Source: an optimization exercise on an open RTL-to-GDS flow (aim: small area, a short achievable clock period and few clock cycles per item). Production flows keep margins and buffers that such runs may drop. Only simulation tests tie the RTL to the original design; equivalence was not proved.

<file path="flow/config.mk">
export PLATFORM = sky130hd
export DESIGN_NAME = wavetable_osc
export DESIGN_NICKNAME = wavetable_osc
export VERILOG_FILES = /design/flow/design.v
export SDC_FILE = /design/flow/constraint.sdc
export NUM_CORES = 4
export LEC_CHECK = 0
export ABC_AREA = 1
export CAP_MARGIN = 20
export CORE_MARGIN = 2
export CORE_UTILIZATION = 40
export PLACE_DENSITY = 0.55
export SLEW_MARGIN = 20
export SYNTH_HIERARCHICAL = 1
export SYNTH_MEMORY_MAX_BITS = 16384
</file>
<file path="flow/constraint.sdc">
create_clock -name core_clock -period 30.0 [get_ports {clk}]
set_input_delay 6.0000 -clock core_clock [delete_from_list [all_inputs] [get_ports {clk}]]
set_output_delay 6.0000 -clock core_clock [all_outputs]
set_load 0.01 [all_outputs]
</file>
<file path="flow/design.v">
module wto_fadd1a (
    input  wire [31:0] a,
    input  wire [31:0] b,
    output wire [66:0] x          
);
    wire        swap = a[30:0] < b[30:0];
    wire [7:0]  ea   = (a[30:23] == 8'd0) ? 8'd1 : a[30:23];
    wire [7:0]  eb   = (b[30:23] == 8'd0) ? 8'd1 : b[30:23];
    wire [7:0]  dab  = ea - eb;
    wire [7:0]  dba  = eb - ea;
    wire [23:0] ma   = {a[30:23] != 8'd0, a[22:0]};
    wire [23:0] mb   = {b[30:23] != 8'd0, b[22:0]};
    assign x = {swap ? b[31] : a[31],            
                a[31] & b[31],                   
                a[31] ^ b[31],                   
                swap ? eb : ea,                  
                swap ? dba : dab,                
                swap ? mb : ma,                  
                swap ? ma : mb};                 
endmodule
module wto_fadd1b (
    input  wire [66:0] x,
    output wire        bs,
    output wire        zs,
    output wire [7:0]  be,
    output wire [27:0] sum        
);
    wire        sub = x[64];
    wire [7:0]  ed  = x[55:48];
    wire [23:0] bm  = x[47:24];
    wire [23:0] sm  = x[23:0];
    reg  [25:0] v;
    reg         st;
    always @(*) begin
        v  = {sm, 2'b00};
        st = 1'b0;
        if (ed[4]) begin st = st | (v[15:0] != 16'd0); v = v >> 16; end
        if (ed[3]) begin st = st | (v[7:0]  != 8'd0);  v = v >> 8;  end
        if (ed[2]) begin st = st | (v[3:0]  != 4'd0);  v = v >> 4;  end
        if (ed[1]) begin st = st | (v[1:0]  != 2'd0);  v = v >> 2;  end
        if (ed[0]) begin st = st | v[0];               v = v >> 1;  end
        if (ed[7:5] != 3'd0) begin
            v  = 26'd0;
            st = (sm != 24'd0);
        end
    end
    assign bs  = x[66];
    assign zs  = x[65];
    assign be  = x[63:56];
    assign sum = sub ? {1'b0, bm, 3'b000} - {2'b00, v, st}
                     : {1'b0, bm, 3'b000} + {2'b00, v, st};
endmodule
module wto_fadd2 #(
    parameter SUBN = 1           
) (
    input  wire        bs,
    input  wire        zs,
    input  wire [7:0]  be,
    input  wire [27:0] sum,
    output wire [31:0] y
);
    wire        hold = (SUBN != 0) && (be == 8'd1);
    reg [26:0] v;
    reg  [4:0] lz;
    always @(*) begin
        v  = sum[26:0];
        lz = 5'd0;
        if (!hold) begin
            if (v[26:11] == 16'd0) begin v = v << 16; lz = lz + 5'd16; end
            if (v[26:19] == 8'd0)  begin v = v << 8;  lz = lz + 5'd8;  end
            if (v[26:23] == 4'd0)  begin v = v << 4;  lz = lz + 5'd4;  end
            if (v[26:25] == 2'd0)  begin v = v << 2;  lz = lz + 5'd2;  end
            if (v[26] == 1'b0)     begin v = v << 1;  lz = lz + 5'd1;  end
        end
    end
    wire [26:0] nrm = sum[27] ? {sum[27:2], sum[1] | sum[0]} : v;
    wire [7:0]  e   = sum[27] ? be + 8'd1 : be - {3'd0, lz};
    wire        rnd = nrm[2] & (nrm[1] | nrm[0] | nrm[3]);
    wire [30:0] pk  = {(nrm[26] ? e : 8'd0), nrm[25:3]} + {30'd0, rnd};
    assign y = (sum == 28'd0) ? {zs, 31'd0} : {bs, pk};
endmodule
module wto_fstep (
    input  wire [37:0] p,
    input  wire        pst,
    input  wire [37:0] w,
    output wire [37:0] y
);
    wire [38:0] x = {1'b0, p} + {1'b0, w};
    reg  [38:0] t;                                   
    always @(*) begin
        t = x;
        t = t | (t >> 1);
        t = t | (t >> 2);
        t = t | (t >> 4);
        t = t | (t >> 8);
        t = t | (t >> 16);
        t = t | (t >> 32);
    end
    wire [37:0] m    = {23'd0, t[38:24]};
    wire [37:0] gsel = {23'd0, t[38:24] & ~{1'b0, t[38:25]}};
    wire        g    = |(x[37:0] & gsel);
    wire        l    = |(x[38:1] & gsel);
    wire        s    = pst | (|(x[36:0] & {23'd0, t[38:25]}));
    wire        rnd  = g & (s | l);
    wire [37:0] up   = (x[37:0] | m) + 38'd1;
    assign y = rnd ? up : (x[37:0] & ~m);
endmodule
module wto_f2x (
    input  wire [31:0] f,
    output wire [37:0] x,
    output wire        st
);
    wire [7:0]  e  = (f[30:23] == 8'd0) ? 8'd1 : f[30:23];
    wire [7:0]  rs = 8'd126 - e;                     
    wire [5:0]  sh = (rs > 8'd63) ? 6'd63 : rs[5:0];
    wire [101:0] v = {f[30:23] != 8'd0, f[22:0], 78'd0} >> sh;
    assign x  = v[101:64];
    assign st = (v[63:0] != 64'd0);
endmodule
module wto_x2f (
    input  wire [37:0] x,
    output reg  [31:0] f
);
    reg [5:0]  lz;
    reg [37:0] n;
    always @(*) begin
        n  = x;
        lz = 6'd0;
        if (n[37:6]  == 32'd0) begin n = n << 32; lz = lz + 6'd32; end
        if (n[37:22] == 16'd0) begin n = n << 16; lz = lz + 6'd16; end
        if (n[37:30] == 8'd0)  begin n = n << 8;  lz = lz + 6'd8;  end
        if (n[37:34] == 4'd0)  begin n = n << 4;  lz = lz + 6'd4;  end
        if (n[37:36] == 2'd0)  begin n = n << 2;  lz = lz + 6'd2;  end
        if (n[37] == 1'b0)     begin n = n << 1;  lz = lz + 6'd1;  end
        if (x == 38'd0) f = 32'd0;
        else            f = {1'b0, 8'd126 - {2'd0, lz}, n[36:14]};
    end
endmodule
module wto_kunit (
    input  wire [37:0] p,
    input  wire        pst,
    output wire [4:0]  u,
    output wire [23:0] kn,
    output wire [4:0]  kl,
    output wire        kone,
    output wire        kzero
);
    wire        big = (p[37:32] != 6'd0);
    wire [4:0]  ub  = p[37:33] - {4'd0, ~p[32]};
    reg  [32:0] kb;
    reg  [4:0]  lz;
    always @(*) begin
        kb = {~p[32], p[31:0]};
        lz = 5'd0;
        if (kb[32:17] == 16'd0) begin kb = kb << 16; lz = lz + 5'd16; end
        if (kb[32:25] == 8'd0)  begin kb = kb << 8;  lz = lz + 5'd8;  end
        if (kb[32:29] == 4'd0)  begin kb = kb << 4;  lz = lz + 5'd4;  end
        if (kb[32:31] == 2'd0)  begin kb = kb << 2;  lz = lz + 5'd2;  end
        if (kb[32] == 1'b0)     begin kb = kb << 1;  lz = lz + 5'd1;  end
    end
    wire [23:0] a   = p[31:8];
    wire        g   = p[7];
    wire        st  = pst | (p[6:0] != 7'd0);
    wire [24:0] b   = {1'b0, a} + {24'd0, g & (st | a[0])};
    wire [24:0] kf  = 25'h0800000 + {1'b0, b[24:1]} + {24'd0, b[0] & b[1]};
    assign u     = big ? ub : 5'd31;
    assign kn    = big ? kb[32:9] : (kf[24] ? 24'h800000 : kf[23:0]);
    assign kl    = big ? lz : 5'd0;
    assign kone  = ~big & kf[24];
    assign kzero = big & p[32] & (p[31:0] == 32'd0);
endmodule
module wto_mul24 (
    input  wire [23:0] a,
    input  wire [23:0] b,
    output wire [47:0] p
);
    wire [25:0] y = {2'd0, a};
    wire o0 = y[0] ^ 1'b0;
    wire t0 = (y[1] & ~y[0] & ~1'b0) | (~y[1] & y[0] & 1'b0);
    wire n0 = y[1];
    wire [25:0] m0 = (o0 ? {2'b00, b} : 26'd0) | (t0 ? {1'b0, b, 1'b0} : 26'd0);
    wire [25:0] q0 = m0 ^ {26{n0}};
    wire [47:0] r0 = {19'd0, {~n0, n0, n0, q0}};
    wire o1 = y[2] ^ y[1];
    wire t1 = (y[3] & ~y[2] & ~y[1]) | (~y[3] & y[2] & y[1]);
    wire n1 = y[3];
    wire [25:0] m1 = (o1 ? {2'b00, b} : 26'd0) | (t1 ? {1'b0, b, 1'b0} : 26'd0);
    wire [25:0] q1 = m1 ^ {26{n1}};
    wire [47:0] r1 = {18'd0, {1'b1, ~n1, q1}, 2'd0};
    wire o2 = y[4] ^ y[3];
    wire t2 = (y[5] & ~y[4] & ~y[3]) | (~y[5] & y[4] & y[3]);
    wire n2 = y[5];
    wire [25:0] m2 = (o2 ? {2'b00, b} : 26'd0) | (t2 ? {1'b0, b, 1'b0} : 26'd0);
    wire [25:0] q2 = m2 ^ {26{n2}};
    wire [47:0] r2 = {16'd0, {1'b1, ~n2, q2}, 4'd0};
    wire o3 = y[6] ^ y[5];
    wire t3 = (y[7] & ~y[6] & ~y[5]) | (~y[7] & y[6] & y[5]);
    wire n3 = y[7];
    wire [25:0] m3 = (o3 ? {2'b00, b} : 26'd0) | (t3 ? {1'b0, b, 1'b0} : 26'd0);
    wire [25:0] q3 = m3 ^ {26{n3}};
    wire [47:0] r3 = {14'd0, {1'b1, ~n3, q3}, 6'd0};
    wire o4 = y[8] ^ y[7];
    wire t4 = (y[9] & ~y[8] & ~y[7]) | (~y[9] & y[8] & y[7]);
    wire n4 = y[9];
    wire [25:0] m4 = (o4 ? {2'b00, b} : 26'd0) | (t4 ? {1'b0, b, 1'b0} : 26'd0);
    wire [25:0] q4 = m4 ^ {26{n4}};
    wire [47:0] r4 = {12'd0, {1'b1, ~n4, q4}, 8'd0};
    wire o5 = y[10] ^ y[9];
    wire t5 = (y[11] & ~y[10] & ~y[9]) | (~y[11] & y[10] & y[9]);
    wire n5 = y[11];
    wire [25:0] m5 = (o5 ? {2'b00, b} : 26'd0) | (t5 ? {1'b0, b, 1'b0} : 26'd0);
    wire [25:0] q5 = m5 ^ {26{n5}};
    wire [47:0] r5 = {10'd0, {1'b1, ~n5, q5}, 10'd0};
    wire o6 = y[12] ^ y[11];
    wire t6 = (y[13] & ~y[12] & ~y[11]) | (~y[13] & y[12] & y[11]);
    wire n6 = y[13];
    wire [25:0] m6 = (o6 ? {2'b00, b} : 26'd0) | (t6 ? {1'b0, b, 1'b0} : 26'd0);
    wire [25:0] q6 = m6 ^ {26{n6}};
    wire [47:0] r6 = {8'd0, {1'b1, ~n6, q6}, 12'd0};
    wire o7 = y[14] ^ y[13];
    wire t7 = (y[15] & ~y[14] & ~y[13]) | (~y[15] & y[14] & y[13]);
    wire n7 = y[15];
    wire [25:0] m7 = (o7 ? {2'b00, b} : 26'd0) | (t7 ? {1'b0, b, 1'b0} : 26'd0);
    wire [25:0] q7 = m7 ^ {26{n7}};
    wire [47:0] r7 = {6'd0, {1'b1, ~n7, q7}, 14'd0};
    wire o8 = y[16] ^ y[15];
    wire t8 = (y[17] & ~y[16] & ~y[15]) | (~y[17] & y[16] & y[15]);
    wire n8 = y[17];
    wire [25:0] m8 = (o8 ? {2'b00, b} : 26'd0) | (t8 ? {1'b0, b, 1'b0} : 26'd0);
    wire [25:0] q8 = m8 ^ {26{n8}};
    wire [47:0] r8 = {4'd0, {1'b1, ~n8, q8}, 16'd0};
    wire o9 = y[18] ^ y[17];
    wire t9 = (y[19] & ~y[18] & ~y[17]) | (~y[19] & y[18] & y[17]);
    wire n9 = y[19];
    wire [25:0] m9 = (o9 ? {2'b00, b} : 26'd0) | (t9 ? {1'b0, b, 1'b0} : 26'd0);
    wire [25:0] q9 = m9 ^ {26{n9}};
    wire [47:0] r9 = {2'd0, {1'b1, ~n9, q9}, 18'd0};
    wire o10 = y[20] ^ y[19];
    wire t10 = (y[21] & ~y[20] & ~y[19]) | (~y[21] & y[20] & y[19]);
    wire n10 = y[21];
    wire [25:0] m10 = (o10 ? {2'b00, b} : 26'd0) | (t10 ? {1'b0, b, 1'b0} : 26'd0);
    wire [25:0] q10 = m10 ^ {26{n10}};
    wire [47:0] r10 = {{1'b1, ~n10, q10}, 20'd0};
    wire o11 = y[22] ^ y[21];
    wire t11 = (y[23] & ~y[22] & ~y[21]) | (~y[23] & y[22] & y[21]);
    wire n11 = y[23];
    wire [25:0] m11 = (o11 ? {2'b00, b} : 26'd0) | (t11 ? {1'b0, b, 1'b0} : 26'd0);
    wire [25:0] q11 = m11 ^ {26{n11}};
    wire [49:0] rw11 = {{1'b1, ~n11, q11}, 22'd0};
    wire [47:0] r11 = rw11[47:0];
    wire o12 = y[24] ^ y[23];
    wire t12 = (y[25] & ~y[24] & ~y[23]) | (~y[25] & y[24] & y[23]);
    wire n12 = y[25];
    wire [25:0] m12 = (o12 ? {2'b00, b} : 26'd0) | (t12 ? {1'b0, b, 1'b0} : 26'd0);
    wire [25:0] q12 = m12 ^ {26{n12}};
    wire [51:0] rw12 = {{1'b1, ~n12, q12}, 24'd0};
    wire [47:0] r12 = rw12[47:0];
    wire [47:0] r13 = {1'b0, 1'b0, 1'b0, 1'b0, 1'b0, 1'b0, 1'b0, 1'b0, 1'b0, 1'b0, 1'b0, 1'b0, 1'b0, 1'b0, 1'b0, 1'b0, 1'b0, 1'b0, 1'b0, 1'b0, 1'b0, 1'b0, 1'b0, n12, 1'b0, n11, 1'b0, n10, 1'b0, n9, 1'b0, n8, 1'b0, n7, 1'b0, n6, 1'b0, n5, 1'b0, n4, 1'b0, n3, 1'b0, n2, 1'b0, n1, 1'b0, n0};
    wire [47:0] s0 = r0 ^ r1 ^ r2;
    wire [47:0] c0w = (r0 & r1) | (r0 & r2) | (r1 & r2);
    wire [47:0] c0 = {c0w[46:0], 1'b0};
    wire [47:0] s1 = r3 ^ r4 ^ r5;
    wire [47:0] c1w = (r3 & r4) | (r3 & r5) | (r4 & r5);
    wire [47:0] c1 = {c1w[46:0], 1'b0};
    wire [47:0] s2 = r6 ^ r7 ^ r8;
    wire [47:0] c2w = (r6 & r7) | (r6 & r8) | (r7 & r8);
    wire [47:0] c2 = {c2w[46:0], 1'b0};
    wire [47:0] s3 = r9 ^ r10 ^ r11;
    wire [47:0] c3w = (r9 & r10) | (r9 & r11) | (r10 & r11);
    wire [47:0] c3 = {c3w[46:0], 1'b0};
    wire [47:0] s4 = s0 ^ c0 ^ s1;
    wire [47:0] c4w = (s0 & c0) | (s0 & s1) | (c0 & s1);
    wire [47:0] c4 = {c4w[46:0], 1'b0};
    wire [47:0] s5 = c1 ^ s2 ^ c2;
    wire [47:0] c5w = (c1 & s2) | (c1 & c2) | (s2 & c2);
    wire [47:0] c5 = {c5w[46:0], 1'b0};
    wire [47:0] s6 = s3 ^ c3 ^ r12;
    wire [47:0] c6w = (s3 & c3) | (s3 & r12) | (c3 & r12);
    wire [47:0] c6 = {c6w[46:0], 1'b0};
    wire [47:0] s7 = s4 ^ c4 ^ s5;
    wire [47:0] c7w = (s4 & c4) | (s4 & s5) | (c4 & s5);
    wire [47:0] c7 = {c7w[46:0], 1'b0};
    wire [47:0] s8 = c5 ^ s6 ^ c6;
    wire [47:0] c8w = (c5 & s6) | (c5 & c6) | (s6 & c6);
    wire [47:0] c8 = {c8w[46:0], 1'b0};
    wire [47:0] s9 = s7 ^ c7 ^ s8;
    wire [47:0] c9w = (s7 & c7) | (s7 & s8) | (c7 & s8);
    wire [47:0] c9 = {c9w[46:0], 1'b0};
    wire [47:0] s10 = s9 ^ c9 ^ c8;
    wire [47:0] c10w = (s9 & c9) | (s9 & c8) | (c9 & c8);
    wire [47:0] c10 = {c10w[46:0], 1'b0};
    wire [47:0] s11 = s10 ^ c10 ^ r13;
    wire [47:0] c11w = (s10 & c10) | (s10 & r13) | (c10 & r13);
    wire [47:0] c11 = {c11w[46:0], 1'b0};
    assign p = s11 + c11;
endmodule
module wto_mul7 (
    input  wire [6:0] a,
    input  wire [23:0] b,
    output wire [30:0] p
);
    wire [7:0] y = {1'd0, a};
    wire o0 = y[0] ^ 1'b0;
    wire t0 = (y[1] & ~y[0] & ~1'b0) | (~y[1] & y[0] & 1'b0);
    wire n0 = y[1];
    wire [25:0] m0 = (o0 ? {2'b00, b} : 26'd0) | (t0 ? {1'b0, b, 1'b0} : 26'd0);
    wire [25:0] q0 = m0 ^ {26{n0}};
    wire [30:0] r0 = {2'd0, {~n0, n0, n0, q0}};
    wire o1 = y[2] ^ y[1];
    wire t1 = (y[3] & ~y[2] & ~y[1]) | (~y[3] & y[2] & y[1]);
    wire n1 = y[3];
    wire [25:0] m1 = (o1 ? {2'b00, b} : 26'd0) | (t1 ? {1'b0, b, 1'b0} : 26'd0);
    wire [25:0] q1 = m1 ^ {26{n1}};
    wire [30:0] r1 = {1'd0, {1'b1, ~n1, q1}, 2'd0};
    wire o2 = y[4] ^ y[3];
    wire t2 = (y[5] & ~y[4] & ~y[3]) | (~y[5] & y[4] & y[3]);
    wire n2 = y[5];
    wire [25:0] m2 = (o2 ? {2'b00, b} : 26'd0) | (t2 ? {1'b0, b, 1'b0} : 26'd0);
    wire [25:0] q2 = m2 ^ {26{n2}};
    wire [31:0] rw2 = {{1'b1, ~n2, q2}, 4'd0};
    wire [30:0] r2 = rw2[30:0];
    wire o3 = y[6] ^ y[5];
    wire t3 = (y[7] & ~y[6] & ~y[5]) | (~y[7] & y[6] & y[5]);
    wire n3 = y[7];
    wire [25:0] m3 = (o3 ? {2'b00, b} : 26'd0) | (t3 ? {1'b0, b, 1'b0} : 26'd0);
    wire [25:0] q3 = m3 ^ {26{n3}};
    wire [33:0] rw3 = {{1'b1, ~n3, q3}, 6'd0};
    wire [30:0] r3 = rw3[30:0];
    wire [30:0] r4 = {1'b0, 1'b0, 1'b0, 1'b0, 1'b0, 1'b0, 1'b0, 1'b0, 1'b0, 1'b0, 1'b0, 1'b0, 1'b0, 1'b0, 1'b0, 1'b0, 1'b0, 1'b0, 1'b0, 1'b0, 1'b0, 1'b0, 1'b0, 1'b0, n3, 1'b0, n2, 1'b0, n1, 1'b0, n0};
    wire [30:0] s0 = r0 ^ r1 ^ r2;
    wire [30:0] c0w = (r0 & r1) | (r0 & r2) | (r1 & r2);
    wire [30:0] c0 = {c0w[29:0], 1'b0};
    wire [30:0] s1 = s0 ^ c0 ^ r3;
    wire [30:0] c1w = (s0 & c0) | (s0 & r3) | (c0 & r3);
    wire [30:0] c1 = {c1w[29:0], 1'b0};
    wire [30:0] s2 = s1 ^ c1 ^ r4;
    wire [30:0] c2w = (s1 & c1) | (s1 & r4) | (c1 & r4);
    wire [30:0] c2 = {c2w[29:0], 1'b0};
    assign p = s2 + c2;
endmodule
module wto_kmul1 (
    input  wire [23:0] kn,
    input  wire [22:0] dm,
    output wire [25:0] ph,        
    output wire        pst        
);
    wire [47:0] p;
    wto_mul24 u_m (.a(kn), .b({1'b1, dm}), .p(p));
    assign ph  = p[47:22];
    assign pst = (p[21:0] != 22'd0);
endmodule
module wto_kmul2 (
    input  wire [25:0] ph,
    input  wire        pst,
    input  wire        ds,
    input  wire [7:0]  de,
    input  wire [4:0]  kl,
    input  wire        kone,
    input  wire        kzero,
    output wire [31:0] y
);
    wire [7:0]  e   = de - 8'd1 - {3'd0, kl} + {7'd0, ph[25]} + {7'd0, kone};
    wire [22:0] m   = ph[25] ? ph[24:2] : ph[23:1];
    wire        g   = ph[25] ? ph[1] : ph[0];
    wire        st  = ph[25] ? (ph[0] | pst) : pst;
    wire        lsb = m[0];
    wire        rnd = g & (st | lsb);
    wire [30:0] r   = {e, m} + {30'd0, rnd};
    assign y = (kzero || de == 8'd0) ? {ds, 31'd0} : {ds, r};
endmodule
module wto_wround (
    input  wire [30:0] p,                                   
    input  wire [2:0]  wc,
    input  wire [31:0] d,
    output wire [31:0] y
);
    wire [7:0]  e   = d[30:23] - {5'd0, wc} - {7'd0, ~p[30]};
    wire [22:0] m   = p[30] ? p[29:7] : p[28:6];
    wire        g   = p[30] ? p[6] : p[5];
    wire        st  = p[30] ? (p[5:0] != 6'd0) : (p[4:0] != 5'd0);
    wire        rnd = g & (st | m[0]);
    assign y = (d[30:0] == 31'd0) ? {d[31], 31'd0} : {d[31], {e, m} + {30'd0, rnd}};
endmodule
module wto_wt_rom (
    input  wire [6:0]  addr,    
    output reg  [31:0] data
);
    always @(*) begin
        case (addr)
            7'd0: data = 32'h3F58D499;
            7'd1: data = 32'h3F7AE148;
            7'd2: data = 32'h3F56EF10;
            7'd3: data = 32'h3F54E4FB;
            7'd4: data = 32'h3F37A0F5;
            7'd5: data = 32'h3F331E2B;
            7'd6: data = 32'h3F170BA6;
            7'd7: data = 32'h3F11DE04;
            7'd8: data = 32'h3EEC68B1;
            7'd9: data = 32'h3EE1846C;
            7'd10: data = 32'h3EAA8E78;
            7'd11: data = 32'h3E9F68D1;
            7'd12: data = 32'h3E514260;
            7'd13: data = 32'h3E3AB5CF;
            7'd14: data = 32'h3D9AA60C;
            7'd15: data = 32'h3D5AAAED;
            7'd16: data = 32'h3F145553;
            7'd17: data = 32'h3F7AE148;
            7'd18: data = 32'h3F3224BD;
            7'd19: data = 32'h3F343EBD;
            7'd20: data = 32'h3F32C910;
            7'd21: data = 32'h3F0C560D;
            7'd22: data = 32'h3F0EE46B;
            7'd23: data = 32'h3EFE0E55;
            7'd24: data = 32'h3EC9470B;
            7'd25: data = 32'h3ECA2568;
            7'd26: data = 32'h3E9DE1F3;
            7'd27: data = 32'h3E71D5D5;
            7'd28: data = 32'h3E667188;
            7'd29: data = 32'h3E01A55E;
            7'd30: data = 32'h3DA14795;
            7'd31: data = 32'h3D512A15;
            7'd32: data = 32'h3EE78EB0;
            7'd33: data = 32'h3F7AE148;
            7'd34: data = 32'h3F6331F5;
            7'd35: data = 32'h3F26F943;
            7'd36: data = 32'h3F243767;
            7'd37: data = 32'h3F2E9E82;
            7'd38: data = 32'h3F128F41;
            7'd39: data = 32'h3EE5D2CC;
            7'd40: data = 32'h3EE2167D;
            7'd41: data = 32'h3EDA3DB0;
            7'd42: data = 32'h3EA1770B;
            7'd43: data = 32'h3E699229;
            7'd44: data = 32'h3E62B48C;
            7'd45: data = 32'h3E36E155;
            7'd46: data = 32'h3D8A0FF7;
            7'd47: data = 32'h3B57B1D2;
            7'd48: data = 32'h3EB33EE4;
            7'd49: data = 32'h3F5D41BF;
            7'd50: data = 32'h3F7AE148;
            7'd51: data = 32'h3F4D722D;
            7'd52: data = 32'h3F1B1B1D;
            7'd53: data = 32'h3F0E2BAA;
            7'd54: data = 32'h3F180F48;
            7'd55: data = 32'h3F13A5C9;
            7'd56: data = 32'h3EEC6235;
            7'd57: data = 32'h3EACFCF0;
            7'd58: data = 32'h3E94D81E;
            7'd59: data = 32'h3E967AB9;
            7'd60: data = 32'h3E83D680;
            7'd61: data = 32'h3E1C63E0;
            7'd62: data = 32'h3D3A83A4;
            7'd63: data = 32'h3B0196F6;
            7'd64: data = 32'h3E808CD5;
            7'd65: data = 32'h3F2F0DDD;
            7'd66: data = 32'h3F702DA1;
            7'd67: data = 32'h3F7AE148;
            7'd68: data = 32'h3F5B7A00;
            7'd69: data = 32'h3F2B4B5A;
            7'd70: data = 32'h3F03402B;
            7'd71: data = 32'h3EE0A91D;
            7'd72: data = 32'h3EDF6B2B;
            7'd73: data = 32'h3EE77AD0;
            7'd74: data = 32'h3EDC2805;
            7'd75: data = 32'h3EB16530;
            7'd76: data = 32'h3E62D2D2;
            7'd77: data = 32'h3DCF4CDB;
            7'd78: data = 32'h3CCFCD73;
            7'd79: data = 32'h3A848B02;
            7'd80: data = 32'h3E4E8237;
            7'd81: data = 32'h3F11D560;
            7'd82: data = 32'h3F57431F;
            7'd83: data = 32'h3F7A9100;
            7'd84: data = 32'h3F7AE148;
            7'd85: data = 32'h3F5F687A;
            7'd86: data = 32'h3F34B7B4;
            7'd87: data = 32'h3F08A6CB;
            7'd88: data = 32'h3ECC64BB;
            7'd89: data = 32'h3EA5327F;
            7'd90: data = 32'h3E992019;
            7'd91: data = 32'h3E9B53FB;
            7'd92: data = 32'h3E9AB36B;
            7'd93: data = 32'h3E88D564;
            7'd94: data = 32'h3E3EDBAE;
            7'd95: data = 32'h3D896100;
            7'd96: data = 32'h3E173C18;
            7'd97: data = 32'h3EDBA74C;
            7'd98: data = 32'h3F2B8311;
            7'd99: data = 32'h3F59755E;
            7'd100: data = 32'h3F7441FD;
            7'd101: data = 32'h3F7AE148;
            7'd102: data = 32'h3F6EB6A3;
            7'd103: data = 32'h3F5342CF;
            7'd104: data = 32'h3F2D8B25;
            7'd105: data = 32'h3F034DA2;
            7'd106: data = 32'h3EB44236;
            7'd107: data = 32'h3E5A8EC0;
            7'd108: data = 32'h3DDEB889;
            7'd109: data = 32'h3D2C2E48;
            7'd110: data = 32'h3C1AA93F;
            7'd111: data = 32'h39BAE0E6;
            7'd112: data = 32'h3DC5AD1B;
            7'd113: data = 32'h3E925BA5;
            7'd114: data = 32'h3EEDAC28;
            7'd115: data = 32'h3F1FED3B;
            7'd116: data = 32'h3F42DF08;
            7'd117: data = 32'h3F5E53B4;
            7'd118: data = 32'h3F713D23;
            7'd119: data = 32'h3F7AE148;
            7'd120: data = 32'h3F7AE148;
            7'd121: data = 32'h3F713D23;
            7'd122: data = 32'h3F5E53B4;
            7'd123: data = 32'h3F42DF08;
            7'd124: data = 32'h3F1FED3B;
            7'd125: data = 32'h3EEDAC28;
            7'd126: data = 32'h3E925BA5;
            7'd127: data = 32'h3DC5AD1B;
            default: data = 32'h00000000;
        endcase
    end
endmodule
module wto_nb_rom (
    input  wire [2:0]  addr,
    output reg  [31:0] data
);
    always @(*) begin
        case (addr)
            3'd0: data = 32'h42100000;   
            3'd1: data = 32'h42400000;   
            3'd2: data = 32'h42700000;   
            3'd3: data = 32'h42870000;   
            3'd4: data = 32'h429E0000;   
            3'd5: data = 32'h42B60000;   
            3'd6: data = 32'h42CE0000;   
            3'd7: data = 32'h42E60000;   
            default: data = 32'h00000000;
        endcase
    end
endmodule
module wto_d_rom (
    input  wire [6:0]  addr,    
    output reg  [31:0] data
);
    always @(*) begin
        case (addr)
            7'd0: data = 32'h3E0832BC;
            7'd1: data = 32'hBE0FC8E0;
            7'd2: data = 32'hBC028540;
            7'd3: data = 32'hBDEA2030;
            7'd4: data = 32'hBC905940;
            7'd5: data = 32'hBDE09428;
            7'd6: data = 32'hBCA5B440;
            7'd7: data = 32'hBDDD4D5C;
            7'd8: data = 32'hBCAE4450;
            7'd9: data = 32'hBDDBD7D0;
            7'd10: data = 32'hBCB25A70;
            7'd11: data = 32'hBDDB1E84;
            7'd12: data = 32'hBCB46488;
            7'd13: data = 32'hBDDAC592;
            7'd14: data = 32'hBCB54256;
            7'd15: data = 32'hBDDAAAED;
            7'd16: data = 32'h3ECD17EA;
            7'd17: data = 32'hBE917916;
            7'd18: data = 32'h3C068000;
            7'd19: data = 32'hBBBAD680;
            7'd20: data = 32'hBE19CC0C;
            7'd21: data = 32'h3C239780;
            7'd22: data = 32'hBD7DD408;
            7'd23: data = 32'hBDD31D28;
            7'd24: data = 32'h3ADE5D00;
            7'd25: data = 32'hBDB10DD4;
            7'd26: data = 32'hBD93DC22;
            7'd27: data = 32'hBC3644D0;
            7'd28: data = 32'hBDC99854;
            7'd29: data = 32'hBD44064E;
            7'd30: data = 32'hBCE2CA2A;
            7'd31: data = 32'hBDD12A15;
            7'd32: data = 32'h3F0719F0;
            7'd33: data = 32'hBDBD7A98;
            7'd34: data = 32'hBE70E2C8;
            7'd35: data = 32'hBC307700;
            7'd36: data = 32'h3D2671B0;
            7'd37: data = 32'hBDE07A08;
            7'd38: data = 32'hBDFD2ED8;
            7'd39: data = 32'hBBEF13C0;
            7'd40: data = 32'hBC7B19A0;
            7'd41: data = 32'hBDE31A94;
            7'd42: data = 32'hBDB2B7DA;
            7'd43: data = 32'hBBDBB3A0;
            7'd44: data = 32'hBD2F4CDC;
            7'd45: data = 32'hBDE3B2B3;
            7'd46: data = 32'hBD835268;
            7'd47: data = 32'hBBD7B1D2;
            7'd48: data = 32'h3F03A24D;
            7'd49: data = 32'h3DECFC48;
            7'd50: data = 32'hBE35BC6C;
            7'd51: data = 32'hBE495C40;
            7'd52: data = 32'hBD4EF730;
            7'd53: data = 32'h3D1E39E0;
            7'd54: data = 32'hBC8D2FE0;
            7'd55: data = 32'hBDEBA574;
            7'd56: data = 32'hBDFD9514;
            7'd57: data = 32'hBD412690;
            7'd58: data = 32'h3B514D80;
            7'd59: data = 32'hBD1521C8;
            7'd60: data = 32'hBDD69240;
            7'd61: data = 32'hBDDB85EE;
            7'd62: data = 32'hBD326A35;
            7'd63: data = 32'hBB8196F6;
            7'd64: data = 32'h3EDD8EE5;
            7'd65: data = 32'h3E823F88;
            7'd66: data = 32'h3D2B3A70;
            7'd67: data = 32'hBDFB3A40;
            7'd68: data = 32'hBE40BA98;
            7'd69: data = 32'hBE202CBC;
            7'd70: data = 32'hBD975CE4;
            7'd71: data = 32'hBB1EF900;
            7'd72: data = 32'h3C80FA50;
            7'd73: data = 32'hBCB52CB0;
            7'd74: data = 32'hBDAB0B54;
            7'd75: data = 32'hBDFFEF1C;
            7'd76: data = 32'hBDF658C9;
            7'd77: data = 32'hBD9B597E;
            7'd78: data = 32'hBCC784C3;
            7'd79: data = 32'hBB048B02;
            7'd80: data = 32'h3EBC69A4;
            7'd81: data = 32'h3E8ADB7E;
            7'd82: data = 32'h3E0D3784;
            7'd83: data = 32'h3AA09000;
            7'd84: data = 32'hBDDBC670;
            7'd85: data = 32'hBE2AC318;
            7'd86: data = 32'hBE3043A4;
            7'd87: data = 32'hBE09D1B6;
            7'd88: data = 32'hBD9CC8F0;
            7'd89: data = 32'hBCC12660;
            7'd90: data = 32'h3B8CF880;
            7'd91: data = 32'hBAA09000;
            7'd92: data = 32'hBD0EF038;
            7'd93: data = 32'hBDA59E34;
            7'd94: data = 32'hBDF4565C;
            7'd95: data = 32'hBE096100;
            7'd96: data = 32'h3E900940;
            7'd97: data = 32'h3E76BDAC;
            7'd98: data = 32'h3E37C934;
            7'd99: data = 32'h3DD664F8;
            7'd100: data = 32'h3CD3E960;
            7'd101: data = 32'hBD42AA50;
            7'd102: data = 32'hBDDB9EA0;
            7'd103: data = 32'hBE16DEA8;
            7'd104: data = 32'hBE28F60C;
            7'd105: data = 32'hBE24B21C;
            7'd106: data = 32'hBE0DF5AC;
            7'd107: data = 32'hBDD664F7;
            7'd108: data = 32'hBD88A165;
            7'd109: data = 32'hBD0583F8;
            7'd110: data = 32'hBC14D238;
            7'd111: data = 32'hBA3AE0E6;
            7'd112: data = 32'h3E41E0BC;
            7'd113: data = 32'h3E36A106;
            7'd114: data = 32'h3E245C9C;
            7'd115: data = 32'h3E0BC734;
            7'd116: data = 32'h3DDBA560;
            7'd117: data = 32'h3D974B78;
            7'd118: data = 32'h3D1A4250;
            7'd119: data = 32'h00000000;
            7'd120: data = 32'hBD1A4250;
            7'd121: data = 32'hBD974B78;
            7'd122: data = 32'hBDDBA560;
            7'd123: data = 32'hBE0BC734;
            7'd124: data = 32'hBE245C9C;
            7'd125: data = 32'hBE36A106;
            7'd126: data = 32'hBE41E0BC;
            7'd127: data = 32'hBE45AD1B;
            default: data = 32'h00000000;
        endcase
    end
endmodule
module wto_d0_rom (
    input  wire [2:0]  addr,    
    output reg  [31:0] data
);
    always @(*) begin
        case (addr)
            3'd0: data = 32'h3FD8D499;
            3'd1: data = 32'h3F945553;
            3'd2: data = 32'h3F678EB0;
            3'd3: data = 32'h3F333EE4;
            3'd4: data = 32'h3F008CD5;
            3'd5: data = 32'h3ECE8237;
            3'd6: data = 32'h3E973C18;
            3'd7: data = 32'h3E45AD1B;
            default: data = 32'h00000000;
        endcase
    end
endmodule
module wavetable_osc (
    input  wire        clk,
    input  wire        rst,             
    input  wire        cmd_valid,
    output wire        cmd_ready,
    input  wire [31:0] cmd_word,
    input  wire [31:0] cmd_w0,
    output reg         smp_valid,
    output reg  [31:0] smp_data,
    output wire        idle,
    output reg  [31:0] phase,
    output reg         reset_pending,
    output reg         err_cmd,
    output reg         err_w0
);
    localparam [3:0] OP_INIT = 4'd1, OP_FILL = 4'd2, OP_NOTE_ON = 4'd3,
                     OP_NOTE_OFF = 4'd4, OP_PARAM = 4'd5;
    function [31:0] q31_encode;
        input [31:0] x;
        reg [31:0] mag;
        begin
            if (x[30:23] >= 8'd127)
                q31_encode = x[31] ? 32'h80000000 : 32'h7FFFFFFF;
            else begin
                if (x[30:23] >= 8'd119)
                    mag = {8'd0, 1'b1, x[22:0]} << (x[30:23] - 8'd119);
                else if (x[30:23] >= 8'd95)
                    mag = {8'd0, 1'b1, x[22:0]} >> (8'd119 - x[30:23]);
                else
                    mag = 32'd0;
                q31_encode = x[31] ? -mag : mag;
            end
        end
    endfunction
    reg         rdy_q, idle_q;
    reg         h_full;
    reg  [31:0] h_cw, h_w0;
    assign cmd_ready = rdy_q;
    assign idle      = idle_q;
    wire acc = cmd_valid & rdy_q;
    reg  [37:0] pf;                  
    reg         pst;                 
    reg  [11:0] g_left;              
    reg         g_slow;              
    reg         g_big;               
    reg         g_zero;              
    reg  [37:0] g_wx;                
    reg  [31:0] g_wf;                
    reg  [2:0]  g_row;               
    reg         g_xf;                
    reg  [6:0]  g_wn;                
    reg  [2:0]  g_wc;                
    reg         g_w1;
    reg  [2:0]  sc;                  
    reg         jB2, jB3, jC, jD;    
    wire [3:0] op     = h_cw[31:28];
    reg        free_q, emit_q;
    wire       free   = free_q;
    wire       exec   = h_full & free;
    wire       emit   = emit_q;
    wire cap_en = ~h_full | free;
    always @(posedge clk)
        if (cap_en) begin
            h_cw <= cmd_word;
            h_w0 <= cmd_w0;
        end
    wire       inject = emit & g_slow;
    wire       w0_ok  = (h_w0[30:23] != 8'hFF) && (!h_w0[31] || h_w0[30:0] == 31'd0);
    wire       fillok = (op == OP_FILL) && w0_ok;
    wire       fill   = exec && fillok;
    wire       zphase = (exec && op == OP_INIT) || (fill && reset_pending);
    wire [15:0] pitch = h_cw[15:0];
    function [2:0] nb_scan;
        input [16:0] v;
        begin
            if      (v <= 17'd9216)  nb_scan = 3'd0;    
            else if (v <= 17'd12288) nb_scan = 3'd1;    
            else if (v <= 17'd15360) nb_scan = 3'd2;    
            else if (v <= 17'd17280) nb_scan = 3'd3;    
            else if (v <= 17'd20224) nb_scan = 3'd4;    
            else if (v <= 17'd23296) nb_scan = 3'd5;    
            else if (v <= 17'd26368) nb_scan = 3'd6;    
            else                     nb_scan = 3'd7;    
        end
    endfunction
    wire [2:0] sel_i0 = nb_scan({1'b0, pitch});
    wire [2:0] sel_i1 = nb_scan({1'b0, pitch} + 17'd256);
    wire       sel_xf = (sel_i0 != sel_i1) && (pitch[7:0] != 8'd0);
    wire       sel_w1 = (pitch[7:0] >= 8'd128);
    reg  [2:0] sel_wc;
    integer    wi;
    always @(*) begin
        sel_wc = 3'd6;
        for (wi = 0; wi <= 6; wi = wi + 1)
            if (pitch[wi]) sel_wc = 3'd6 - wi[2:0];
    end
    wire [6:0] sel_wn = pitch[6:0] << sel_wc;
    wire [7:0]  w_e    = h_w0[30:23];
    wire        w_zero = (h_w0[30:0] == 31'd0);
    wire        w_big  = (w_e >= 8'd150);
    wire        w_slow = !w_zero && !w_big && (w_e < 8'd113 || w_e > 8'd126);
    wire [7:0]  w_sh   = w_e - 8'd112;                                   
    wire [37:0] w_x    = {14'd0, 1'b1, h_w0[22:0]} << w_sh[3:0];
    wire [37:0] pf_step;
    wto_fstep u_fs (.p(pf), .pst(pst), .w(g_wx), .y(pf_step));
    reg  [31:0] C_s1;
    reg  [31:0] S_q;                 
    always @(posedge clk)
        if (jC) S_q <= C_s1;
    wire [37:0] s_x;
    wire        s_st;
    wto_f2x u_f2x (.f(S_q), .x(s_x), .st(s_st));
    wire        s_ge1 = (S_q[30:23] >= 8'd127);
    wire        s_int = (S_q[30:23] >= 8'd150);
    wire [7:0]  s_ni  = S_q[30:23] - 8'd127;                  
    wire [22:0] s_fr  = S_q[22:0] << s_ni[4:0];               
    wire [31:0] pf_float;
    wto_x2f u_x2f (.x(pf), .f(pf_float));
    wire [11:0] frames    = h_cw[27:16];
    wire        f_eq0     = (frames == 12'd0);
    wire        f_le1     = (frames[11:1] == 11'd0);
    wire        gl_eq0    = (g_left == 12'd0);
    wire        gl_eq1    = (g_left == 12'd1);
    wire        gl_eq2    = (g_left == 12'd2);
    wire        gd_eq0    = gl_eq0 | (gl_eq1 & emit);
    wire        gd_le1    = gl_eq0 | gl_eq1 | (gl_eq2 & emit);
    wire [11:0] g_left_nx = fill ? frames : (emit ? g_left - 12'd1 : g_left);
    wire        gn_eq0    = fill ? f_eq0 : gd_eq0;
    wire        h_full_nx = acc | (h_full & ~exec);
    wire        slow_nx   = fill ? w_slow : g_slow;
    wire        free_f    = w_slow ? f_eq0 : f_le1;
    wire        free_g    = g_slow ? (gd_eq0 & ~inject & ~jB2 & ~jB3) : gd_le1;
    wire        free_nx   = fill ? free_f : free_g;
    wire [2:0]  sc_nx     = fill ? (w_slow ? 3'd2 : 3'd0) : inject ? 3'd5 : (sc != 3'd0) ? sc - 3'd1 : 3'd0;
    wire        emit_nx   = ~gn_eq0 & (sc_nx == 3'd0);
    reg vA, vB1, vB2, vB3, vC, vD0, vD1, vD2, vE0, vE1, vE2, vE3, vF;
    reg rst_q;
    always @(posedge clk)
        rst_q <= rst;
    always @(posedge clk) begin
        if (rst) begin
            rdy_q  <= 1'b0;
            idle_q <= 1'b0;
        end else if (rst_q) begin
            rdy_q  <= 1'b1;
            idle_q <= 1'b0;
        end else begin
            rdy_q  <= ~h_full_nx | free_nx;
            idle_q <= ~h_full_nx & gn_eq0 & ~inject & ~jB2 & ~jB3 & ~jC & ~emit
                      & ~vA & ~vB1 & ~vB2 & ~vB3 & ~vC & ~vD0 & ~vD1 & ~vD2 & ~vE0 & ~vE1
                      & ~vE2 & ~vE3 & ~vF;
        end
    end
    always @(posedge clk) begin
        if (rst_q) begin
            h_full        <= 1'b0;
            g_left        <= 12'd0;
            g_slow        <= 1'b0;
            sc            <= 3'd0;
            free_q        <= 1'b1;
            emit_q        <= 1'b0;
            jB2           <= 1'b0;
            jB3           <= 1'b0;
            jC            <= 1'b0;
            jD            <= 1'b0;
            pf            <= 38'd0;
            pst           <= 1'b0;
            phase         <= 32'd0;
            reset_pending <= 1'b0;
            err_cmd       <= 1'b0;
            err_w0        <= 1'b0;
        end else begin
            h_full <= h_full_nx;
            g_left <= g_left_nx;
            g_slow <= slow_nx;
            jB2    <= inject;
            jB3    <= jB2;
            jC     <= jB3;
            jD     <= jC;
            sc     <= sc_nx;
            free_q <= free_nx;
            emit_q <= emit_nx;
            if (zphase) begin
                pf    <= 38'd0;
                pst   <= 1'b0;
                phase <= 32'd0;
            end else if (jD) begin
                if (s_int) begin
                    pf    <= 38'd0;
                    pst   <= 1'b0;
                    phase <= 32'd0;
                end else if (s_ge1) begin
                    pf    <= {s_fr, 15'd0};
                    pst   <= 1'b0;
                end else begin
                    pf    <= s_x;
                    pst   <= s_st;
                    phase <= S_q;
                end
            end else begin
                if (emit && !g_slow) begin
                    if (!g_zero) begin
                        pf  <= g_big ? 38'd0 : pf_step;
                        pst <= 1'b0;
                    end
                end
                if (!pst) phase <= pf_float;
            end
            if (exec) begin
                case (op)
                    OP_INIT:     reset_pending <= 1'b0;
                    OP_NOTE_ON:  reset_pending <= 1'b1;
                    OP_NOTE_OFF: ;
                    OP_PARAM:    ;
                    OP_FILL: begin
                        if (!w0_ok) err_w0 <= 1'b1;
                        else        reset_pending <= 1'b0;
                    end
                    default:     err_cmd <= 1'b1;
                endcase
            end
        end
    end
    always @(posedge clk)
        if (free) begin
            g_big  <= w_big;
            g_zero <= w_zero;
            g_wx   <= w_x;
            g_wf   <= {1'b0, h_w0[30:0]};
            g_row  <= sel_i0;
            g_xf   <= sel_xf;
            g_wn   <= sel_wn;
            g_wc   <= sel_wc;
            g_w1   <= sel_w1;
        end
    wire [4:0]  k_u, k_l;
    wire [23:0] k_n;
    wire        k_one, k_zero;
    wto_kunit u_k (.p(pf), .pst(pst), .u(k_u), .kn(k_n), .kl(k_l), .kone(k_one), .kzero(k_zero));
    wire [3:0]  k_j   = k_u[4] ? 4'd14 - k_u[3:0] : k_u[3:0];
    wire        k_u31 = (k_u == 5'd31);
    wire [2:0]  row1  = g_row + 3'd1;
    wire [31:0] dm_r0, dm_r1, ds_r0, ds_r1;
    wto_d_rom  u_d0 (.addr({g_row, k_j}), .data(dm_r0));
    wto_d_rom  u_d1 (.addr({row1, k_j}),  .data(dm_r1));
    wto_d0_rom u_e0 (.addr(g_row),        .data(ds_r0));
    wto_d0_rom u_e1 (.addr(row1),         .data(ds_r1));
    wire [31:0] d_r0 = k_u31 ? ds_r0 : dm_r0;
    wire [31:0] d_r1 = k_u31 ? ds_r1 : dm_r1;
    reg  [23:0] A_kn;
    reg  [4:0]  A_kl;
    reg         A_kone, A_kzero;
    reg  [31:0] A_d0, A_d1;
    reg  [4:0]  A_u;
    reg  [2:0]  A_row;
    reg         A_xf;
    reg  [10:0] A_wt;
    always @(posedge clk) begin
        A_kn    <= k_n;
        A_kl    <= k_l;
        A_kone  <= k_one;
        A_kzero <= k_zero;
        A_d0    <= d_r0;
        A_d1    <= d_r1;
        A_u     <= k_u;
        A_row   <= g_row;
        A_xf    <= g_xf;
        A_wt    <= {g_w1, g_wc, g_wn};
    end
    wire [25:0] p0h, p1h;
    wire        p0s, p1s;
    wto_kmul1 u_p0 (.kn(A_kn), .dm(A_d0[22:0]), .ph(p0h), .pst(p0s));
    wto_kmul1 u_p1 (.kn(A_kn), .dm(A_d1[22:0]), .ph(p1h), .pst(p1s));
    reg  [25:0] B1_p0, B1_p1;
    reg         B1_p0s, B1_p1s;
    reg  [8:0]  B1_d0, B1_d1;        
    reg  [4:0]  B1_kl;
    reg         B1_kone, B1_kzero;
    reg  [4:0]  B1_u;
    reg  [2:0]  B1_row;
    reg         B1_xf;
    reg  [10:0] B1_wt;
    always @(posedge clk) begin
        B1_p0    <= p0h;
        B1_p1    <= p1h;
        B1_p0s   <= p0s;
        B1_p1s   <= p1s;
        B1_d0    <= A_d0[31:23];
        B1_d1    <= A_d1[31:23];
        B1_kl    <= A_kl;
        B1_kone  <= A_kone;
        B1_kzero <= A_kzero;
        B1_u     <= A_u;
        B1_row   <= A_row;
        B1_xf    <= A_xf;
        B1_wt    <= A_wt;
    end
    wire [31:0] m_r0, m_r1, wt_r0, wt_r1;
    wto_kmul2 u_r0 (.ph(B1_p0), .pst(B1_p0s), .ds(B1_d0[8]), .de(B1_d0[7:0]),
                    .kl(B1_kl), .kone(B1_kone), .kzero(B1_kzero), .y(m_r0));
    wto_kmul2 u_r1 (.ph(B1_p1), .pst(B1_p1s), .ds(B1_d1[8]), .de(B1_d1[7:0]),
                    .kl(B1_kl), .kone(B1_kone), .kzero(B1_kzero), .y(m_r1));
    wire [3:0] x0 = B1_u[3:0] ^ {4{B1_u[4]}};
    wto_wt_rom u_w0 (.addr({B1_row, x0}),        .data(wt_r0));
    wto_wt_rom u_w1 (.addr({B1_row + 3'd1, x0}), .data(wt_r1));
    wire [31:0] a_r0 = {wt_r0[31] ^ B1_u[4], wt_r0[30:0]};
    wire [31:0] a_r1 = {wt_r1[31] ^ B1_u[4], wt_r1[30:0]};
    wire [66:0] o_r0, o_r1;
    wto_fadd1a u_o0 (.a(a_r0), .b(m_r0), .x(o_r0));
    wto_fadd1a u_o1 (.a(inject ? phase : a_r1), .b(inject ? g_wf : m_r1), .x(o_r1));
    reg  [66:0] B2_o0, B2_o1;
    reg         B2_xf;
    reg  [10:0] B2_wt;
    always @(posedge clk) begin
        B2_o0 <= o_r0;
        B2_o1 <= o_r1;
        B2_xf <= B1_xf;
        B2_wt <= B1_wt;
    end
    wire        x0_bs, x0_zs, x1_bs, x1_zs;
    wire [7:0]  x0_be, x1_be;
    wire [27:0] x0_sum, x1_sum;
    wto_fadd1b u_a0 (.x(B2_o0), .bs(x0_bs), .zs(x0_zs), .be(x0_be), .sum(x0_sum));
    wto_fadd1b u_a1 (.x(B2_o1), .bs(x1_bs), .zs(x1_zs), .be(x1_be), .sum(x1_sum));
    reg         B3_bs0, B3_zs0, B3_bs1, B3_zs1;
    reg  [7:0]  B3_be0, B3_be1;
    reg  [27:0] B3_sum0, B3_sum1;
    reg         B3_xf;
    reg  [10:0] B3_wt;
    always @(posedge clk) begin
        B3_bs0 <= x0_bs; B3_zs0 <= x0_zs; B3_be0 <= x0_be; B3_sum0 <= x0_sum;
        B3_bs1 <= x1_bs; B3_zs1 <= x1_zs; B3_be1 <= x1_be; B3_sum1 <= x1_sum;
        B3_xf  <= B2_xf;
        B3_wt  <= B2_wt;
    end
    wire [31:0] s_r0, s_r1;
    wto_fadd2 #(.SUBN(0)) u_c0 (.bs(B3_bs0), .zs(B3_zs0), .be(B3_be0), .sum(B3_sum0), .y(s_r0));
    wto_fadd2             u_c1 (.bs(B3_bs1), .zs(B3_zs1), .be(B3_be1), .sum(B3_sum1), .y(s_r1));
    reg  [31:0] C_s0;
    reg         C_xf;
    reg  [10:0] C_wt;
    always @(posedge clk) begin
        C_s0 <= s_r0;
        C_s1 <= s_r1;
        C_xf <= B3_xf;
        C_wt <= B3_wt;
    end
    wire [66:0] y0_o;
    wto_fadd1a u_d2o (.a(C_s1), .b({~C_s0[31], C_s0[30:0]}), .x(y0_o));
    reg  [66:0] D0_o;
    reg  [31:0] D0_s0;
    reg         D0_xf;
    reg  [10:0] D0_wt;
    always @(posedge clk) begin
        D0_o  <= y0_o;
        D0_s0 <= C_s0;
        D0_xf <= C_xf;
        D0_wt <= C_wt;
    end
    wire        y0_bs, y0_zs;
    wire [7:0]  y0_be;
    wire [27:0] y0_sum;
    wto_fadd1b u_d2a (.x(D0_o), .bs(y0_bs), .zs(y0_zs), .be(y0_be), .sum(y0_sum));
    reg         D1_bs, D1_zs;
    reg  [7:0]  D1_be;
    reg  [27:0] D1_sum;
    reg  [31:0] D1_s0;
    reg         D1_xf;
    reg  [10:0] D1_wt;
    always @(posedge clk) begin
        D1_bs <= y0_bs; D1_zs <= y0_zs; D1_be <= y0_be; D1_sum <= y0_sum;
        D1_s0 <= D0_s0;
        D1_xf <= D0_xf;
        D1_wt <= D0_wt;
    end
    wire [31:0] d2;
    wto_fadd2 #(.SUBN(0)) u_d2b (.bs(D1_bs), .zs(D1_zs), .be(D1_be), .sum(D1_sum), .y(d2));
    reg  [31:0] D2_d2, D2_s0;
    reg         D2_xf;
    reg  [10:0] D2_wt;
    always @(posedge clk) begin
        D2_d2 <= d2;
        D2_s0 <= D1_s0;
        D2_xf <= D1_xf;
        D2_wt <= D1_wt;
    end
    wire [30:0] wp;
    wto_mul7 u_m2 (.a(D2_wt[6:0]), .b({1'b1, D2_d2[22:0]}), .p(wp));
    reg  [30:0] E0_p;
    reg  [31:0] E0_d2, E0_s0;
    reg         E0_xf;
    reg  [3:0]  E0_wt;
    always @(posedge clk) begin
        E0_p  <= wp;
        E0_d2 <= D2_d2;
        E0_s0 <= D2_s0;
        E0_xf <= D2_xf;
        E0_wt <= D2_wt[10:7];
    end
    wire [31:0] m2;
    wto_wround u_wr (.p(E0_p), .wc(E0_wt[2:0]), .d(E0_d2), .y(m2));
    reg  [31:0] E1_m2, E1_s0;
    always @(posedge clk) begin
        E1_m2 <= !E0_xf ? 32'd0 : E0_wt[3] ? E0_d2 : m2;
        E1_s0 <= E0_s0;
    end
    wire [66:0] z0_o;
    wto_fadd1a u_sxo (.a(E1_s0), .b(E1_m2), .x(z0_o));
    reg  [66:0] E2_o;
    always @(posedge clk)
        E2_o <= z0_o;
    wire        z0_bs, z0_zs;
    wire [7:0]  z0_be;
    wire [27:0] z0_sum;
    wto_fadd1b u_sxa (.x(E2_o), .bs(z0_bs), .zs(z0_zs), .be(z0_be), .sum(z0_sum));
    reg         E3_bs, E3_zs;
    reg  [7:0]  E3_be;
    reg  [27:0] E3_sum;
    always @(posedge clk) begin
        E3_bs <= z0_bs; E3_zs <= z0_zs; E3_be <= z0_be; E3_sum <= z0_sum;
    end
    wire [31:0] sx;
    wto_fadd2 #(.SUBN(0)) u_sxb (.bs(E3_bs), .zs(E3_zs), .be(E3_be), .sum(E3_sum), .y(sx));
    reg  [31:0] F_s;
    always @(posedge clk)
        F_s <= sx;
    always @(posedge clk)
        smp_data <= q31_encode(F_s);
    always @(posedge clk) begin
        if (rst_q) begin
            vA <= 1'b0; vB1 <= 1'b0; vB2 <= 1'b0; vB3 <= 1'b0; vC <= 1'b0; vD0 <= 1'b0;
            vD1 <= 1'b0; vD2 <= 1'b0; vE0 <= 1'b0; vE1 <= 1'b0; vE2 <= 1'b0; vE3 <= 1'b0;
            vF <= 1'b0;
        end else begin
            vA <= emit; vB1 <= vA; vB2 <= vB1; vB3 <= vB2; vC <= vB3; vD0 <= vC;
            vD1 <= vD0; vD2 <= vD1; vE0 <= vD2; vE1 <= vE0; vE2 <= vE1; vE3 <= vE2;
            vF <= vE3;
        end
    end
    always @(posedge clk)
        smp_valid <= vF & ~rst & ~rst_q;
endmodule
</file>
<file path="flow/flow/run.sh">
#!/bin/bash
# The standard layout (the standard.sh, its synthesis unchanged), with
# one change: the buffers that global placement puts on every input and
# output port are sky130_fd_sc_hd__buf_2 cells instead of the default
# choice (a delay cell, sky130_fd_sc_hd__clkdlybuf4s50_1). Every port still
# gets its own buffer. make's full output goes to layout.log here.
set -euo pipefail
bash standard.sh 'BUFFER_PORTS_ARGS=-buffer_cell sky130_fd_sc_hd__buf_2' finish > layout.log 2>&1
</file>
<file path="flow/standard.sh">
#!/bin/bash
# synth_recipe.tcl (not shown) runs the flow's synth.tcl, then flattens the netlist and writes it again
# the make line also repeats each setting of config.mk as NAME=value (left out here)
make -C /OpenROAD-flow-scripts/flow DESIGN_CONFIG=/design/flow/config.mk WORK_HOME=/design/flow/orfs CLKGATE_MAP_FILE= SYNTH_SCRIPT=/design/flow/synth_recipe.tcl "${@:-finish}"
</file>
==> results.ini, run 1 <==
[global_route]
antenna_found_initial = 19
grt_pass1_wl_mm = 1000
grt_max_degree = 169
met1_usage_pct = 42.0
track_usage_pct = 30.8
grt.met2_usage_pct = 48.6
use_met3_pct = 3.98
grt_pass1_vias = 159000
grt-ovfl-total = 0
top_usage_layer = met2

[sta]
finalWorstSetupSlack_ps = 22400
slew_viol_final = 0
max_freq_mhz = 132
finalHoldViolations = 0
tns_ps = 0
worst_hold_slack_ps = 290
setup_viol = 0
min_period_ps = 7600
slew_headroom_pct = 21.8
period_share_pct = 25.3
worst_pin_slew_ps = 1170
clock_skew_ps = 104
rsz0062_at_grt = false

[synth]
async_reset_ff_share_pct = 0
ys_ff_latch = 1422
syn_area_per_cell_sq_um = 6.30
ys_seq_area_share_pct = 18.3
synth_ff_type = dfxtp_1
synthTopCellsByArea = nand2_1 (18%), dfxtp_1 (15%), inv_1 (7.6%)
synth_edf_count = 182
synth_cell_types = 90
synth_top_area_share_pct = 18.3
synthCells = 26300
yosysTopAreaCell = nand2_1
yosys_warnings = 16
syn_area_sq_mm = 0.166

[cts]
htreeDepth = 4
root_buffer = clkbuf_16
cts_resized = 0
clockBufferDepth = 4
clk_latency_ps = 940
clkSinkCount = 1422
post_cts_buffers = 0
cts_tree = built
cts_buffers = 175
holdBufCountCts = 0
clkTransAtPathRegs_ps = 60

[setup_path]
crit_end = phase[31]
cp.depth = 1
path_max_fanout = 3
end_kind = output port
rr_endpoint = B1_p0s$_DFF_P_
worstReg2RegStart = A_kn[15]$_DFF_P_
crit_path_start_kind = flop
crit_path_start = phase[31]$_SDFFE_PP0P_
cp.required_ps = 24000
cp_data_arrival_time_ps = 1600
crit_family = flip-flops
cp_slowest_stage_delay_ps = 520
rr_worst_depth = 26
path_cells = buf_2
crit_type = flop to output port
cp_slowest_cell = dfxtp_1
reg2reg_setup_slack_ps = 22570
worst-path-buf-inv = 1

[drt]
wl_per_cell_microns = 21.4
vias_per_cell = 5.42
vias = 169000
ant_nets = 0
first_pass_iters = 7
wl_mm = 667
drc = 0
drt_iter0_drc = 17800

[die]
core_sq_mm = 0.413
initial_utilization_pct = 40.2
ios = 137
dieHeight_microns = 648
chipWidth_microns = 648
die_area_sq_mm = 0.420
num_rows = 236

[layout]
stdcell_area_sq_mm = 0.174
nFillCells = 44900
layout_commonest_cell = nand2_1
syn_to_final_growth_pct = 5.12
nets = 27200
mostFrequentLayoutCells = nand2_1 (8084), inv_1 (3340), nand3_1 (2244), nor2_1 (2177), dfxtp_1 (1223)
post_route_cells_drive_above_1_share_pct = 8.13

[place]
place_ws_ps = 22600
hpwl_mm = 522
place_congestion = 0.999
place_area_sq_mm = 0.168
io_buffer_count = 136

[status]
outcome = no timing/DRC/antenna violations

[worst_hold_path]
hold_path.class = flop to flop

[run]
max_cap_violations = 0

[logic make-up (layout without fill, tap and decap cells)]
logic type | after synthesis | count (layout) | share of synthesized area [%]
AND/OR/NAND/NOR | 14000 | 14000 | 36.7
buffers and inverters | 4865 | 4257 | 12.5
AO/OA/AOI/OAI | 3283 | 3283 | 11.7
other | 14 | 53 | 0.0317
adder cells (fa/ha/maj) | 1560 | 1560 | 14.5
multiplexers | 101 | 101 | 0.658
flip-flops | 1422 | 1422 | 18.3
XOR/XNOR | 1056 | 1056 | 5.60
[modules after synthesis (local to each module, per instance), excerpt]
module         flip-flops and latches  copies in the design  cells inside  cell area [sq um]
wto_fstep                           0                     1          1139               5540
wto_wround                          0                     1           369               1880
wto_wt_rom                          0                     2           987               4570
wto_x2f                             0                     1           501               2190
wto_fadd2                           0                     1           772               3820
wto_mul7                            0                     1           803               5360
wto_kmul1                           0                     2            21               82.6
wto_fadd1a                          0                     4           444               2340
wavetable_osc                    1422                     1          4187              43600
wto_f2x                             0                     1           588               2650
wto_d_rom                           0                     2           996               4430
wto_kmul2                           0                     2           379               2060
wto_d0_rom                          0                     2            70                389
wto_kunit                           0                     1           686               3410
wto_fadd1b                          0                     4           898               4700
wto_mul24                           0                     2          2347              17600
[how the worst min path moves through the flow]
stage / start / endpoint / slack, ps / cells past startpoint
2_1_floorplan: A_d0[23]$_DFF_P_ / B1_d0[0]$_DFF_P_ / 310 / 0
3_3_place_gp: A_d1[31]$_DFF_P_ / B1_d1[8]$_DFF_P_ / 310 / 0
3_5_place_dp: B2_wt[8]$_DFF_P_ / B3_wt[8]$_DFF_P_ / 310 / 0
4_1_cts: B2_o0[65]$_DFF_P_ / B3_zs0$_DFF_P_ / 280 / 0
5_1_grt: B2_o0[63]$_DFF_P_ / B3_be0[7]$_DFF_P_ / 280 / 0
6_report: B2_o0[63]$_DFF_P_ / B3_be0[7]$_DFF_P_ / 290 / 0
[final cells by class]
cell class	count	area [sq um]	share of cell area [%]
diodes	11	27.5	0.0158
clock inverters	99	1260	0.722
well taps	5474	6850	3.93
inverters	3574	13500	7.74
clock buffers	224	4860	2.79
flip-flops and latches	1422	30300	17.4
multi-input cells	20100	115000	66.0
repair buffers	360	2400	1.38
[registers in the layout (all words and copies together), names as in the netlist, 38 cells and up]
name,cells
B2_o0,67
B2_o1,67
D0_o,67
E2_o,67
g_wx,38
pf,38
[routing by layer]
| metal | up-vias | routed length [microns] |
|---|---|---|
| met1 | 79000 | 295000 |
| met5 | - | 69 |
| met2 | 6909 | 292000 |
| met3 | 1337 | 48000 |
| met4 | 10 | 31900 |
| li1 | 82100 | - |
[synth_stat cells, types with 59 or more instances]
cell type,count
nand3_2,116
mux2_2,65
xnor2_1,65
o22ai_1,604
o22ai_2,102
o21ai_2,59
buf_2,438
o211ai_1,69
xor2_1,988
inv_2,181
dfxtp_1,1240
o21ai_0,1053
o21ai_1,205
buf_1,151
nand2_2,320
nand2_1,8086
edfxtp_1,182
buf_4,184
ha_1,959
nand3_1,2244
nor2_4,132
inv_1,3348
nor2_2,190
clkbuf_1,357
a31oi_1,107
a21oi_1,814
nor3_1,200
nand4_1,278
buf_6,155
nor2_1,2185
fa_1,601
[worst register-to-register path, cell delays in order, from the launching register on]
cell	delay, ps
dfxtp_2	730
buf_4	470
or2_4	250
nor2_4	40
nor2_2	600
buf_4	380
o22ai_2	100
xor2_1	190
fa_1	590
fa_1	450
fa_1	580
fa_1	460
fa_1	500
inv_1	50
fa_1	450
ha_1	380
nand2_1	120
nor2_1	190
nand2_1	80
clkinv_1	80
nand4_1	80
nand3_1	170
xor2_1	80
nor2_1	120
nand2_1	50
nor2_1	90
nand3_1	70
[metrics by stage]
| step | std cells | utilization, % |
|---|---|---|
| after CTS | 31200 | 42.2 |
| after floorplan | 26400 | - |
| final | 31200 | 42.2 |
| after global placement | 30900 | 40.7 |
| after detailed placement | 30900 | 40.7 |
| after global routing | 31200 | 42.2 |
Testbench counts, summed over its fixed seeds: cycles 41,430, items 41,154.
==> run 2: changes to the inputs <==
--- a/flow/config.mk
+++ b/flow/config.mk
@@ -8,8 +8,8 @@
 export ABC_AREA = 1
 export CAP_MARGIN = 20
 export CORE_MARGIN = 2
-export CORE_UTILIZATION = 40
-export PLACE_DENSITY = 0.55
+export CORE_UTILIZATION = 45
+export PLACE_DENSITY = 0.58
 export SLEW_MARGIN = 20
 export SYNTH_HIERARCHICAL = 1
 export SYNTH_MEMORY_MAX_BITS = 16384
==> run 2 against run 1 <==
- still clean on timing, DRC and antenna
- setup slack got worse by 58 ps
- routed wire length shrank 1.2%
- clock skew decreased by 14 ps
- final cell count fell by 2.1%
- highest routed layer unchanged
==> results.ini, run 2 <==
[status]
outcome = no timing/DRC/antenna violations

[drt]
vias_per_cell = 5.55
drt_iter0_drc = 19500
wl_per_cell_microns = 21.6
ant_nets = 0
drc = 0

[global_route]
grt.met2_usage_pct = 51.9
grt_pass1_wl_mm = 986
use_met3_pct = 5.23
met1_usage_pct = 47.8
grt_max_degree = 146
grt-ovfl-total = 0
track_usage_pct = 34.0
grt_pass1_vias = 157000

[sta]
worst_pin_slew_ps = 1170
max_freq_mhz = 131
clock_skew_ps = 89.5
slew_viol_final = 0
slew_headroom_pct = 21.8
rsz0062_at_grt = false
min_period_ps = 7660
finalHoldViolations = 0
setup_viol = 0

[layout]
nFillCells = 39300
stdcell_area_sq_mm = 0.173
nets = 27200
syn_to_final_growth_pct = 4.57
mostFrequentLayoutCells = nand2_1 (8084), inv_1 (3345), nand3_1 (2244), nor2_1 (2177), dfxtp_1 (1223)

[synth]
synth_most_common_cell = nand2_1
synth_edf_count = 182
synth_simple_gate_area_share_pct = 36.7
synth_mux_area_share_pct = 0.658
synth_top_area_share_pct = 18.3
synthCells = 26300
post_synth_xor_area_fraction_pct = 5.60
synthTopCellsByArea = nand2_1 (18%), dfxtp_1 (15%), inv_1 (7.6%)
async_reset_ff_share_pct = 0
syn_area_sq_mm = 0.166
synth_compound_area_share_pct = 11.7
syn_area_per_cell_sq_um = 6.30
synth_ff_type = dfxtp_1
ys_seq_area_share_pct = 18.3
ys_ff_latch = 1422

[setup_path]
crit_type = flop to output port
reg2reg_setup_slack_ps = 22740
path_max_fanout = 3
worstReg2RegStart = A_kn[9]$_DFF_P_
end_kind = output port
crit_family = flip-flops
cp.required_ps = 24000
worst-path-buf-inv = 1
rr_endpoint = B1_p1[4]$_DFF_P_
path_cells = buf_2

[worst_hold_path]
worstHoldEndpoint = B1_d0[3]$_DFF_P_
worstHoldPathCells = 0
min-delay-start = A_d0[26]$_DFF_P_

[die]
ios = 137
core_sq_mm = 0.366
initial_utilization_pct = 45.3
num_rows = 222

[cts]
post_cts_buffers = 0
clk_latency_ps = 910
holdBufCountCts = 0
cts_resized = 0
clockBufferDepth = 4
root_buffer = clkbuf_16

[run]
max_cap_violations = 0

[place]
place_congestion = 0.996

==> run 2: cell count changes in the layout (fill, tap and decap cells not counted), moves of 3 or more <==
cell / before / now
inv_16: 5 / 2
inv_2: 183 / 180
clkinv_1: 32 / 37
inv_1: 3340 / 3345
clkinv_4: 10 / 15
inv_8: 9 / 4
buf_4: 221 / 225
bufinv_16: 16 / 19
clkbuf_8: 23 / 17
==> run 2: final cells by class <==
type	instances	area [sq um]	area share [%]
multi-input combinational	20100	115000	66.4
inverter	3574	13500	7.78
antenna	11	27.5	0.0159
clock buffer	220	4830	2.78
timing repair buffer	364	2440	1.41
sequential	1422	30300	17.5
clock inverter	97	1200	0.692
tap	4816	6030	3.47
==> run 2: cells by family after synthesis <==
| logic type | after synthesis |
|---|---|
| other | 14 |
| buffers and inverters | 4865 |
| DFF | 1422 |
| AOI/OAI and AO/OA | 3283 |
| and+or+nand+nor | 14000 |
| adders and majority gates | 1560 |
| muxes | 101 |
| xor gates and xnor gates | 1056 |
==> run 2: Yosys stat by module, one instance, submodules excluded, excerpt <==
module / area [sq um] / cells inside / flops+latches
wto_f2x: 2650 / 588 / 0
wto_kmul2: 2060 / 379 / 0
wavetable_osc: 43600 / 4187 / 1422
wto_fadd1a: 2340 / 444 / 0
wto_kunit: 3410 / 686 / 0
wto_d_rom: 4430 / 996 / 0
wto_mul7: 5360 / 803 / 0
wto_x2f: 2190 / 501 / 0
wto_wround: 1880 / 369 / 0
wto_fadd1b: 4700 / 898 / 0
wto_wt_rom: 4570 / 987 / 0
wto_mul24: 17600 / 2347 / 0
==> run 2: worst max path at each step <==
| stage | slack, ps | cells past startpoint | end |
|---|---|---|---|
| 6_report | 22340 | 1 | phase[0] |
| 5_1_grt | 22310 | 1 | phase[5] |
| 4_1_cts | 22320 | 1 | phase[0] |
| 3_5_place_dp | 22880 | 23 | B1_p1s$_DFF_P_ |
| 3_3_place_gp | 22650 | 26 | B1_p0s$_DFF_P_ |
| 2_1_floorplan | 23240 | 4 | idle_q$_SDFF_PP0_ |
==> run 2: through the flow <==
stage | hold WS (ps) | cells | worst slack (ps)
final | 247 | 30600 | 22340
after CTS | 251 | 30600 | 22320
after global routing | 252 | 30600 | 22310
after floorplan | 310 | 26400 | 23240
after detailed placement | 312 | 30200 | 22880
after global placement | 310 | 30200 | 22650
==> run 2: routing by layer <==
layer | vias to the layer above | share of wire (%)
li1 | 82100 | -
met1 | 78900 | 44
met2 | 7465 | 43
met3 | 1295 | 8.4
met4 | 16 | 4.5
met5 | - | 0.016

==> static timing again, ports no longer ideal <==
The results above use ideal ports. As a check the final layouts listed here were re-extracted and re-timed, cells and wires unchanged. Step 1 (the two cells are an assumption about what drives the block):
set clk [get_ports {clk}]
set_driving_cell -lib_cell sky130_fd_sc_hd__clkbuf_16 $clk
set_driving_cell -lib_cell sky130_fd_sc_hd__buf_2 [delete_from_list [all_inputs] $clk]
Step 2 adds t to the input delays and takes it off the output delays; t is the mean of the earliest and latest rising clock arrival at the registers after step 1. Input paths then give back, and output paths get back, about the clock's delay inside the block. Slacks: ideal / step 1 / step 2; pairs: ideal / step 1.
run	shift t [ns]	slack for setup (ns)	worst setup path at the end	latest minus earliest clock arrival (ns)	worst data-port slew with drivers (ns)
run 1	1.004	22.401 / 22.290 / 22.574	register to register	0.109 / 0.109	0.08
run 2	0.987	22.343 / 22.226 / 22.741	register to register	0.105 / 0.106	0.07
After both steps every run listed still meets setup and hold.
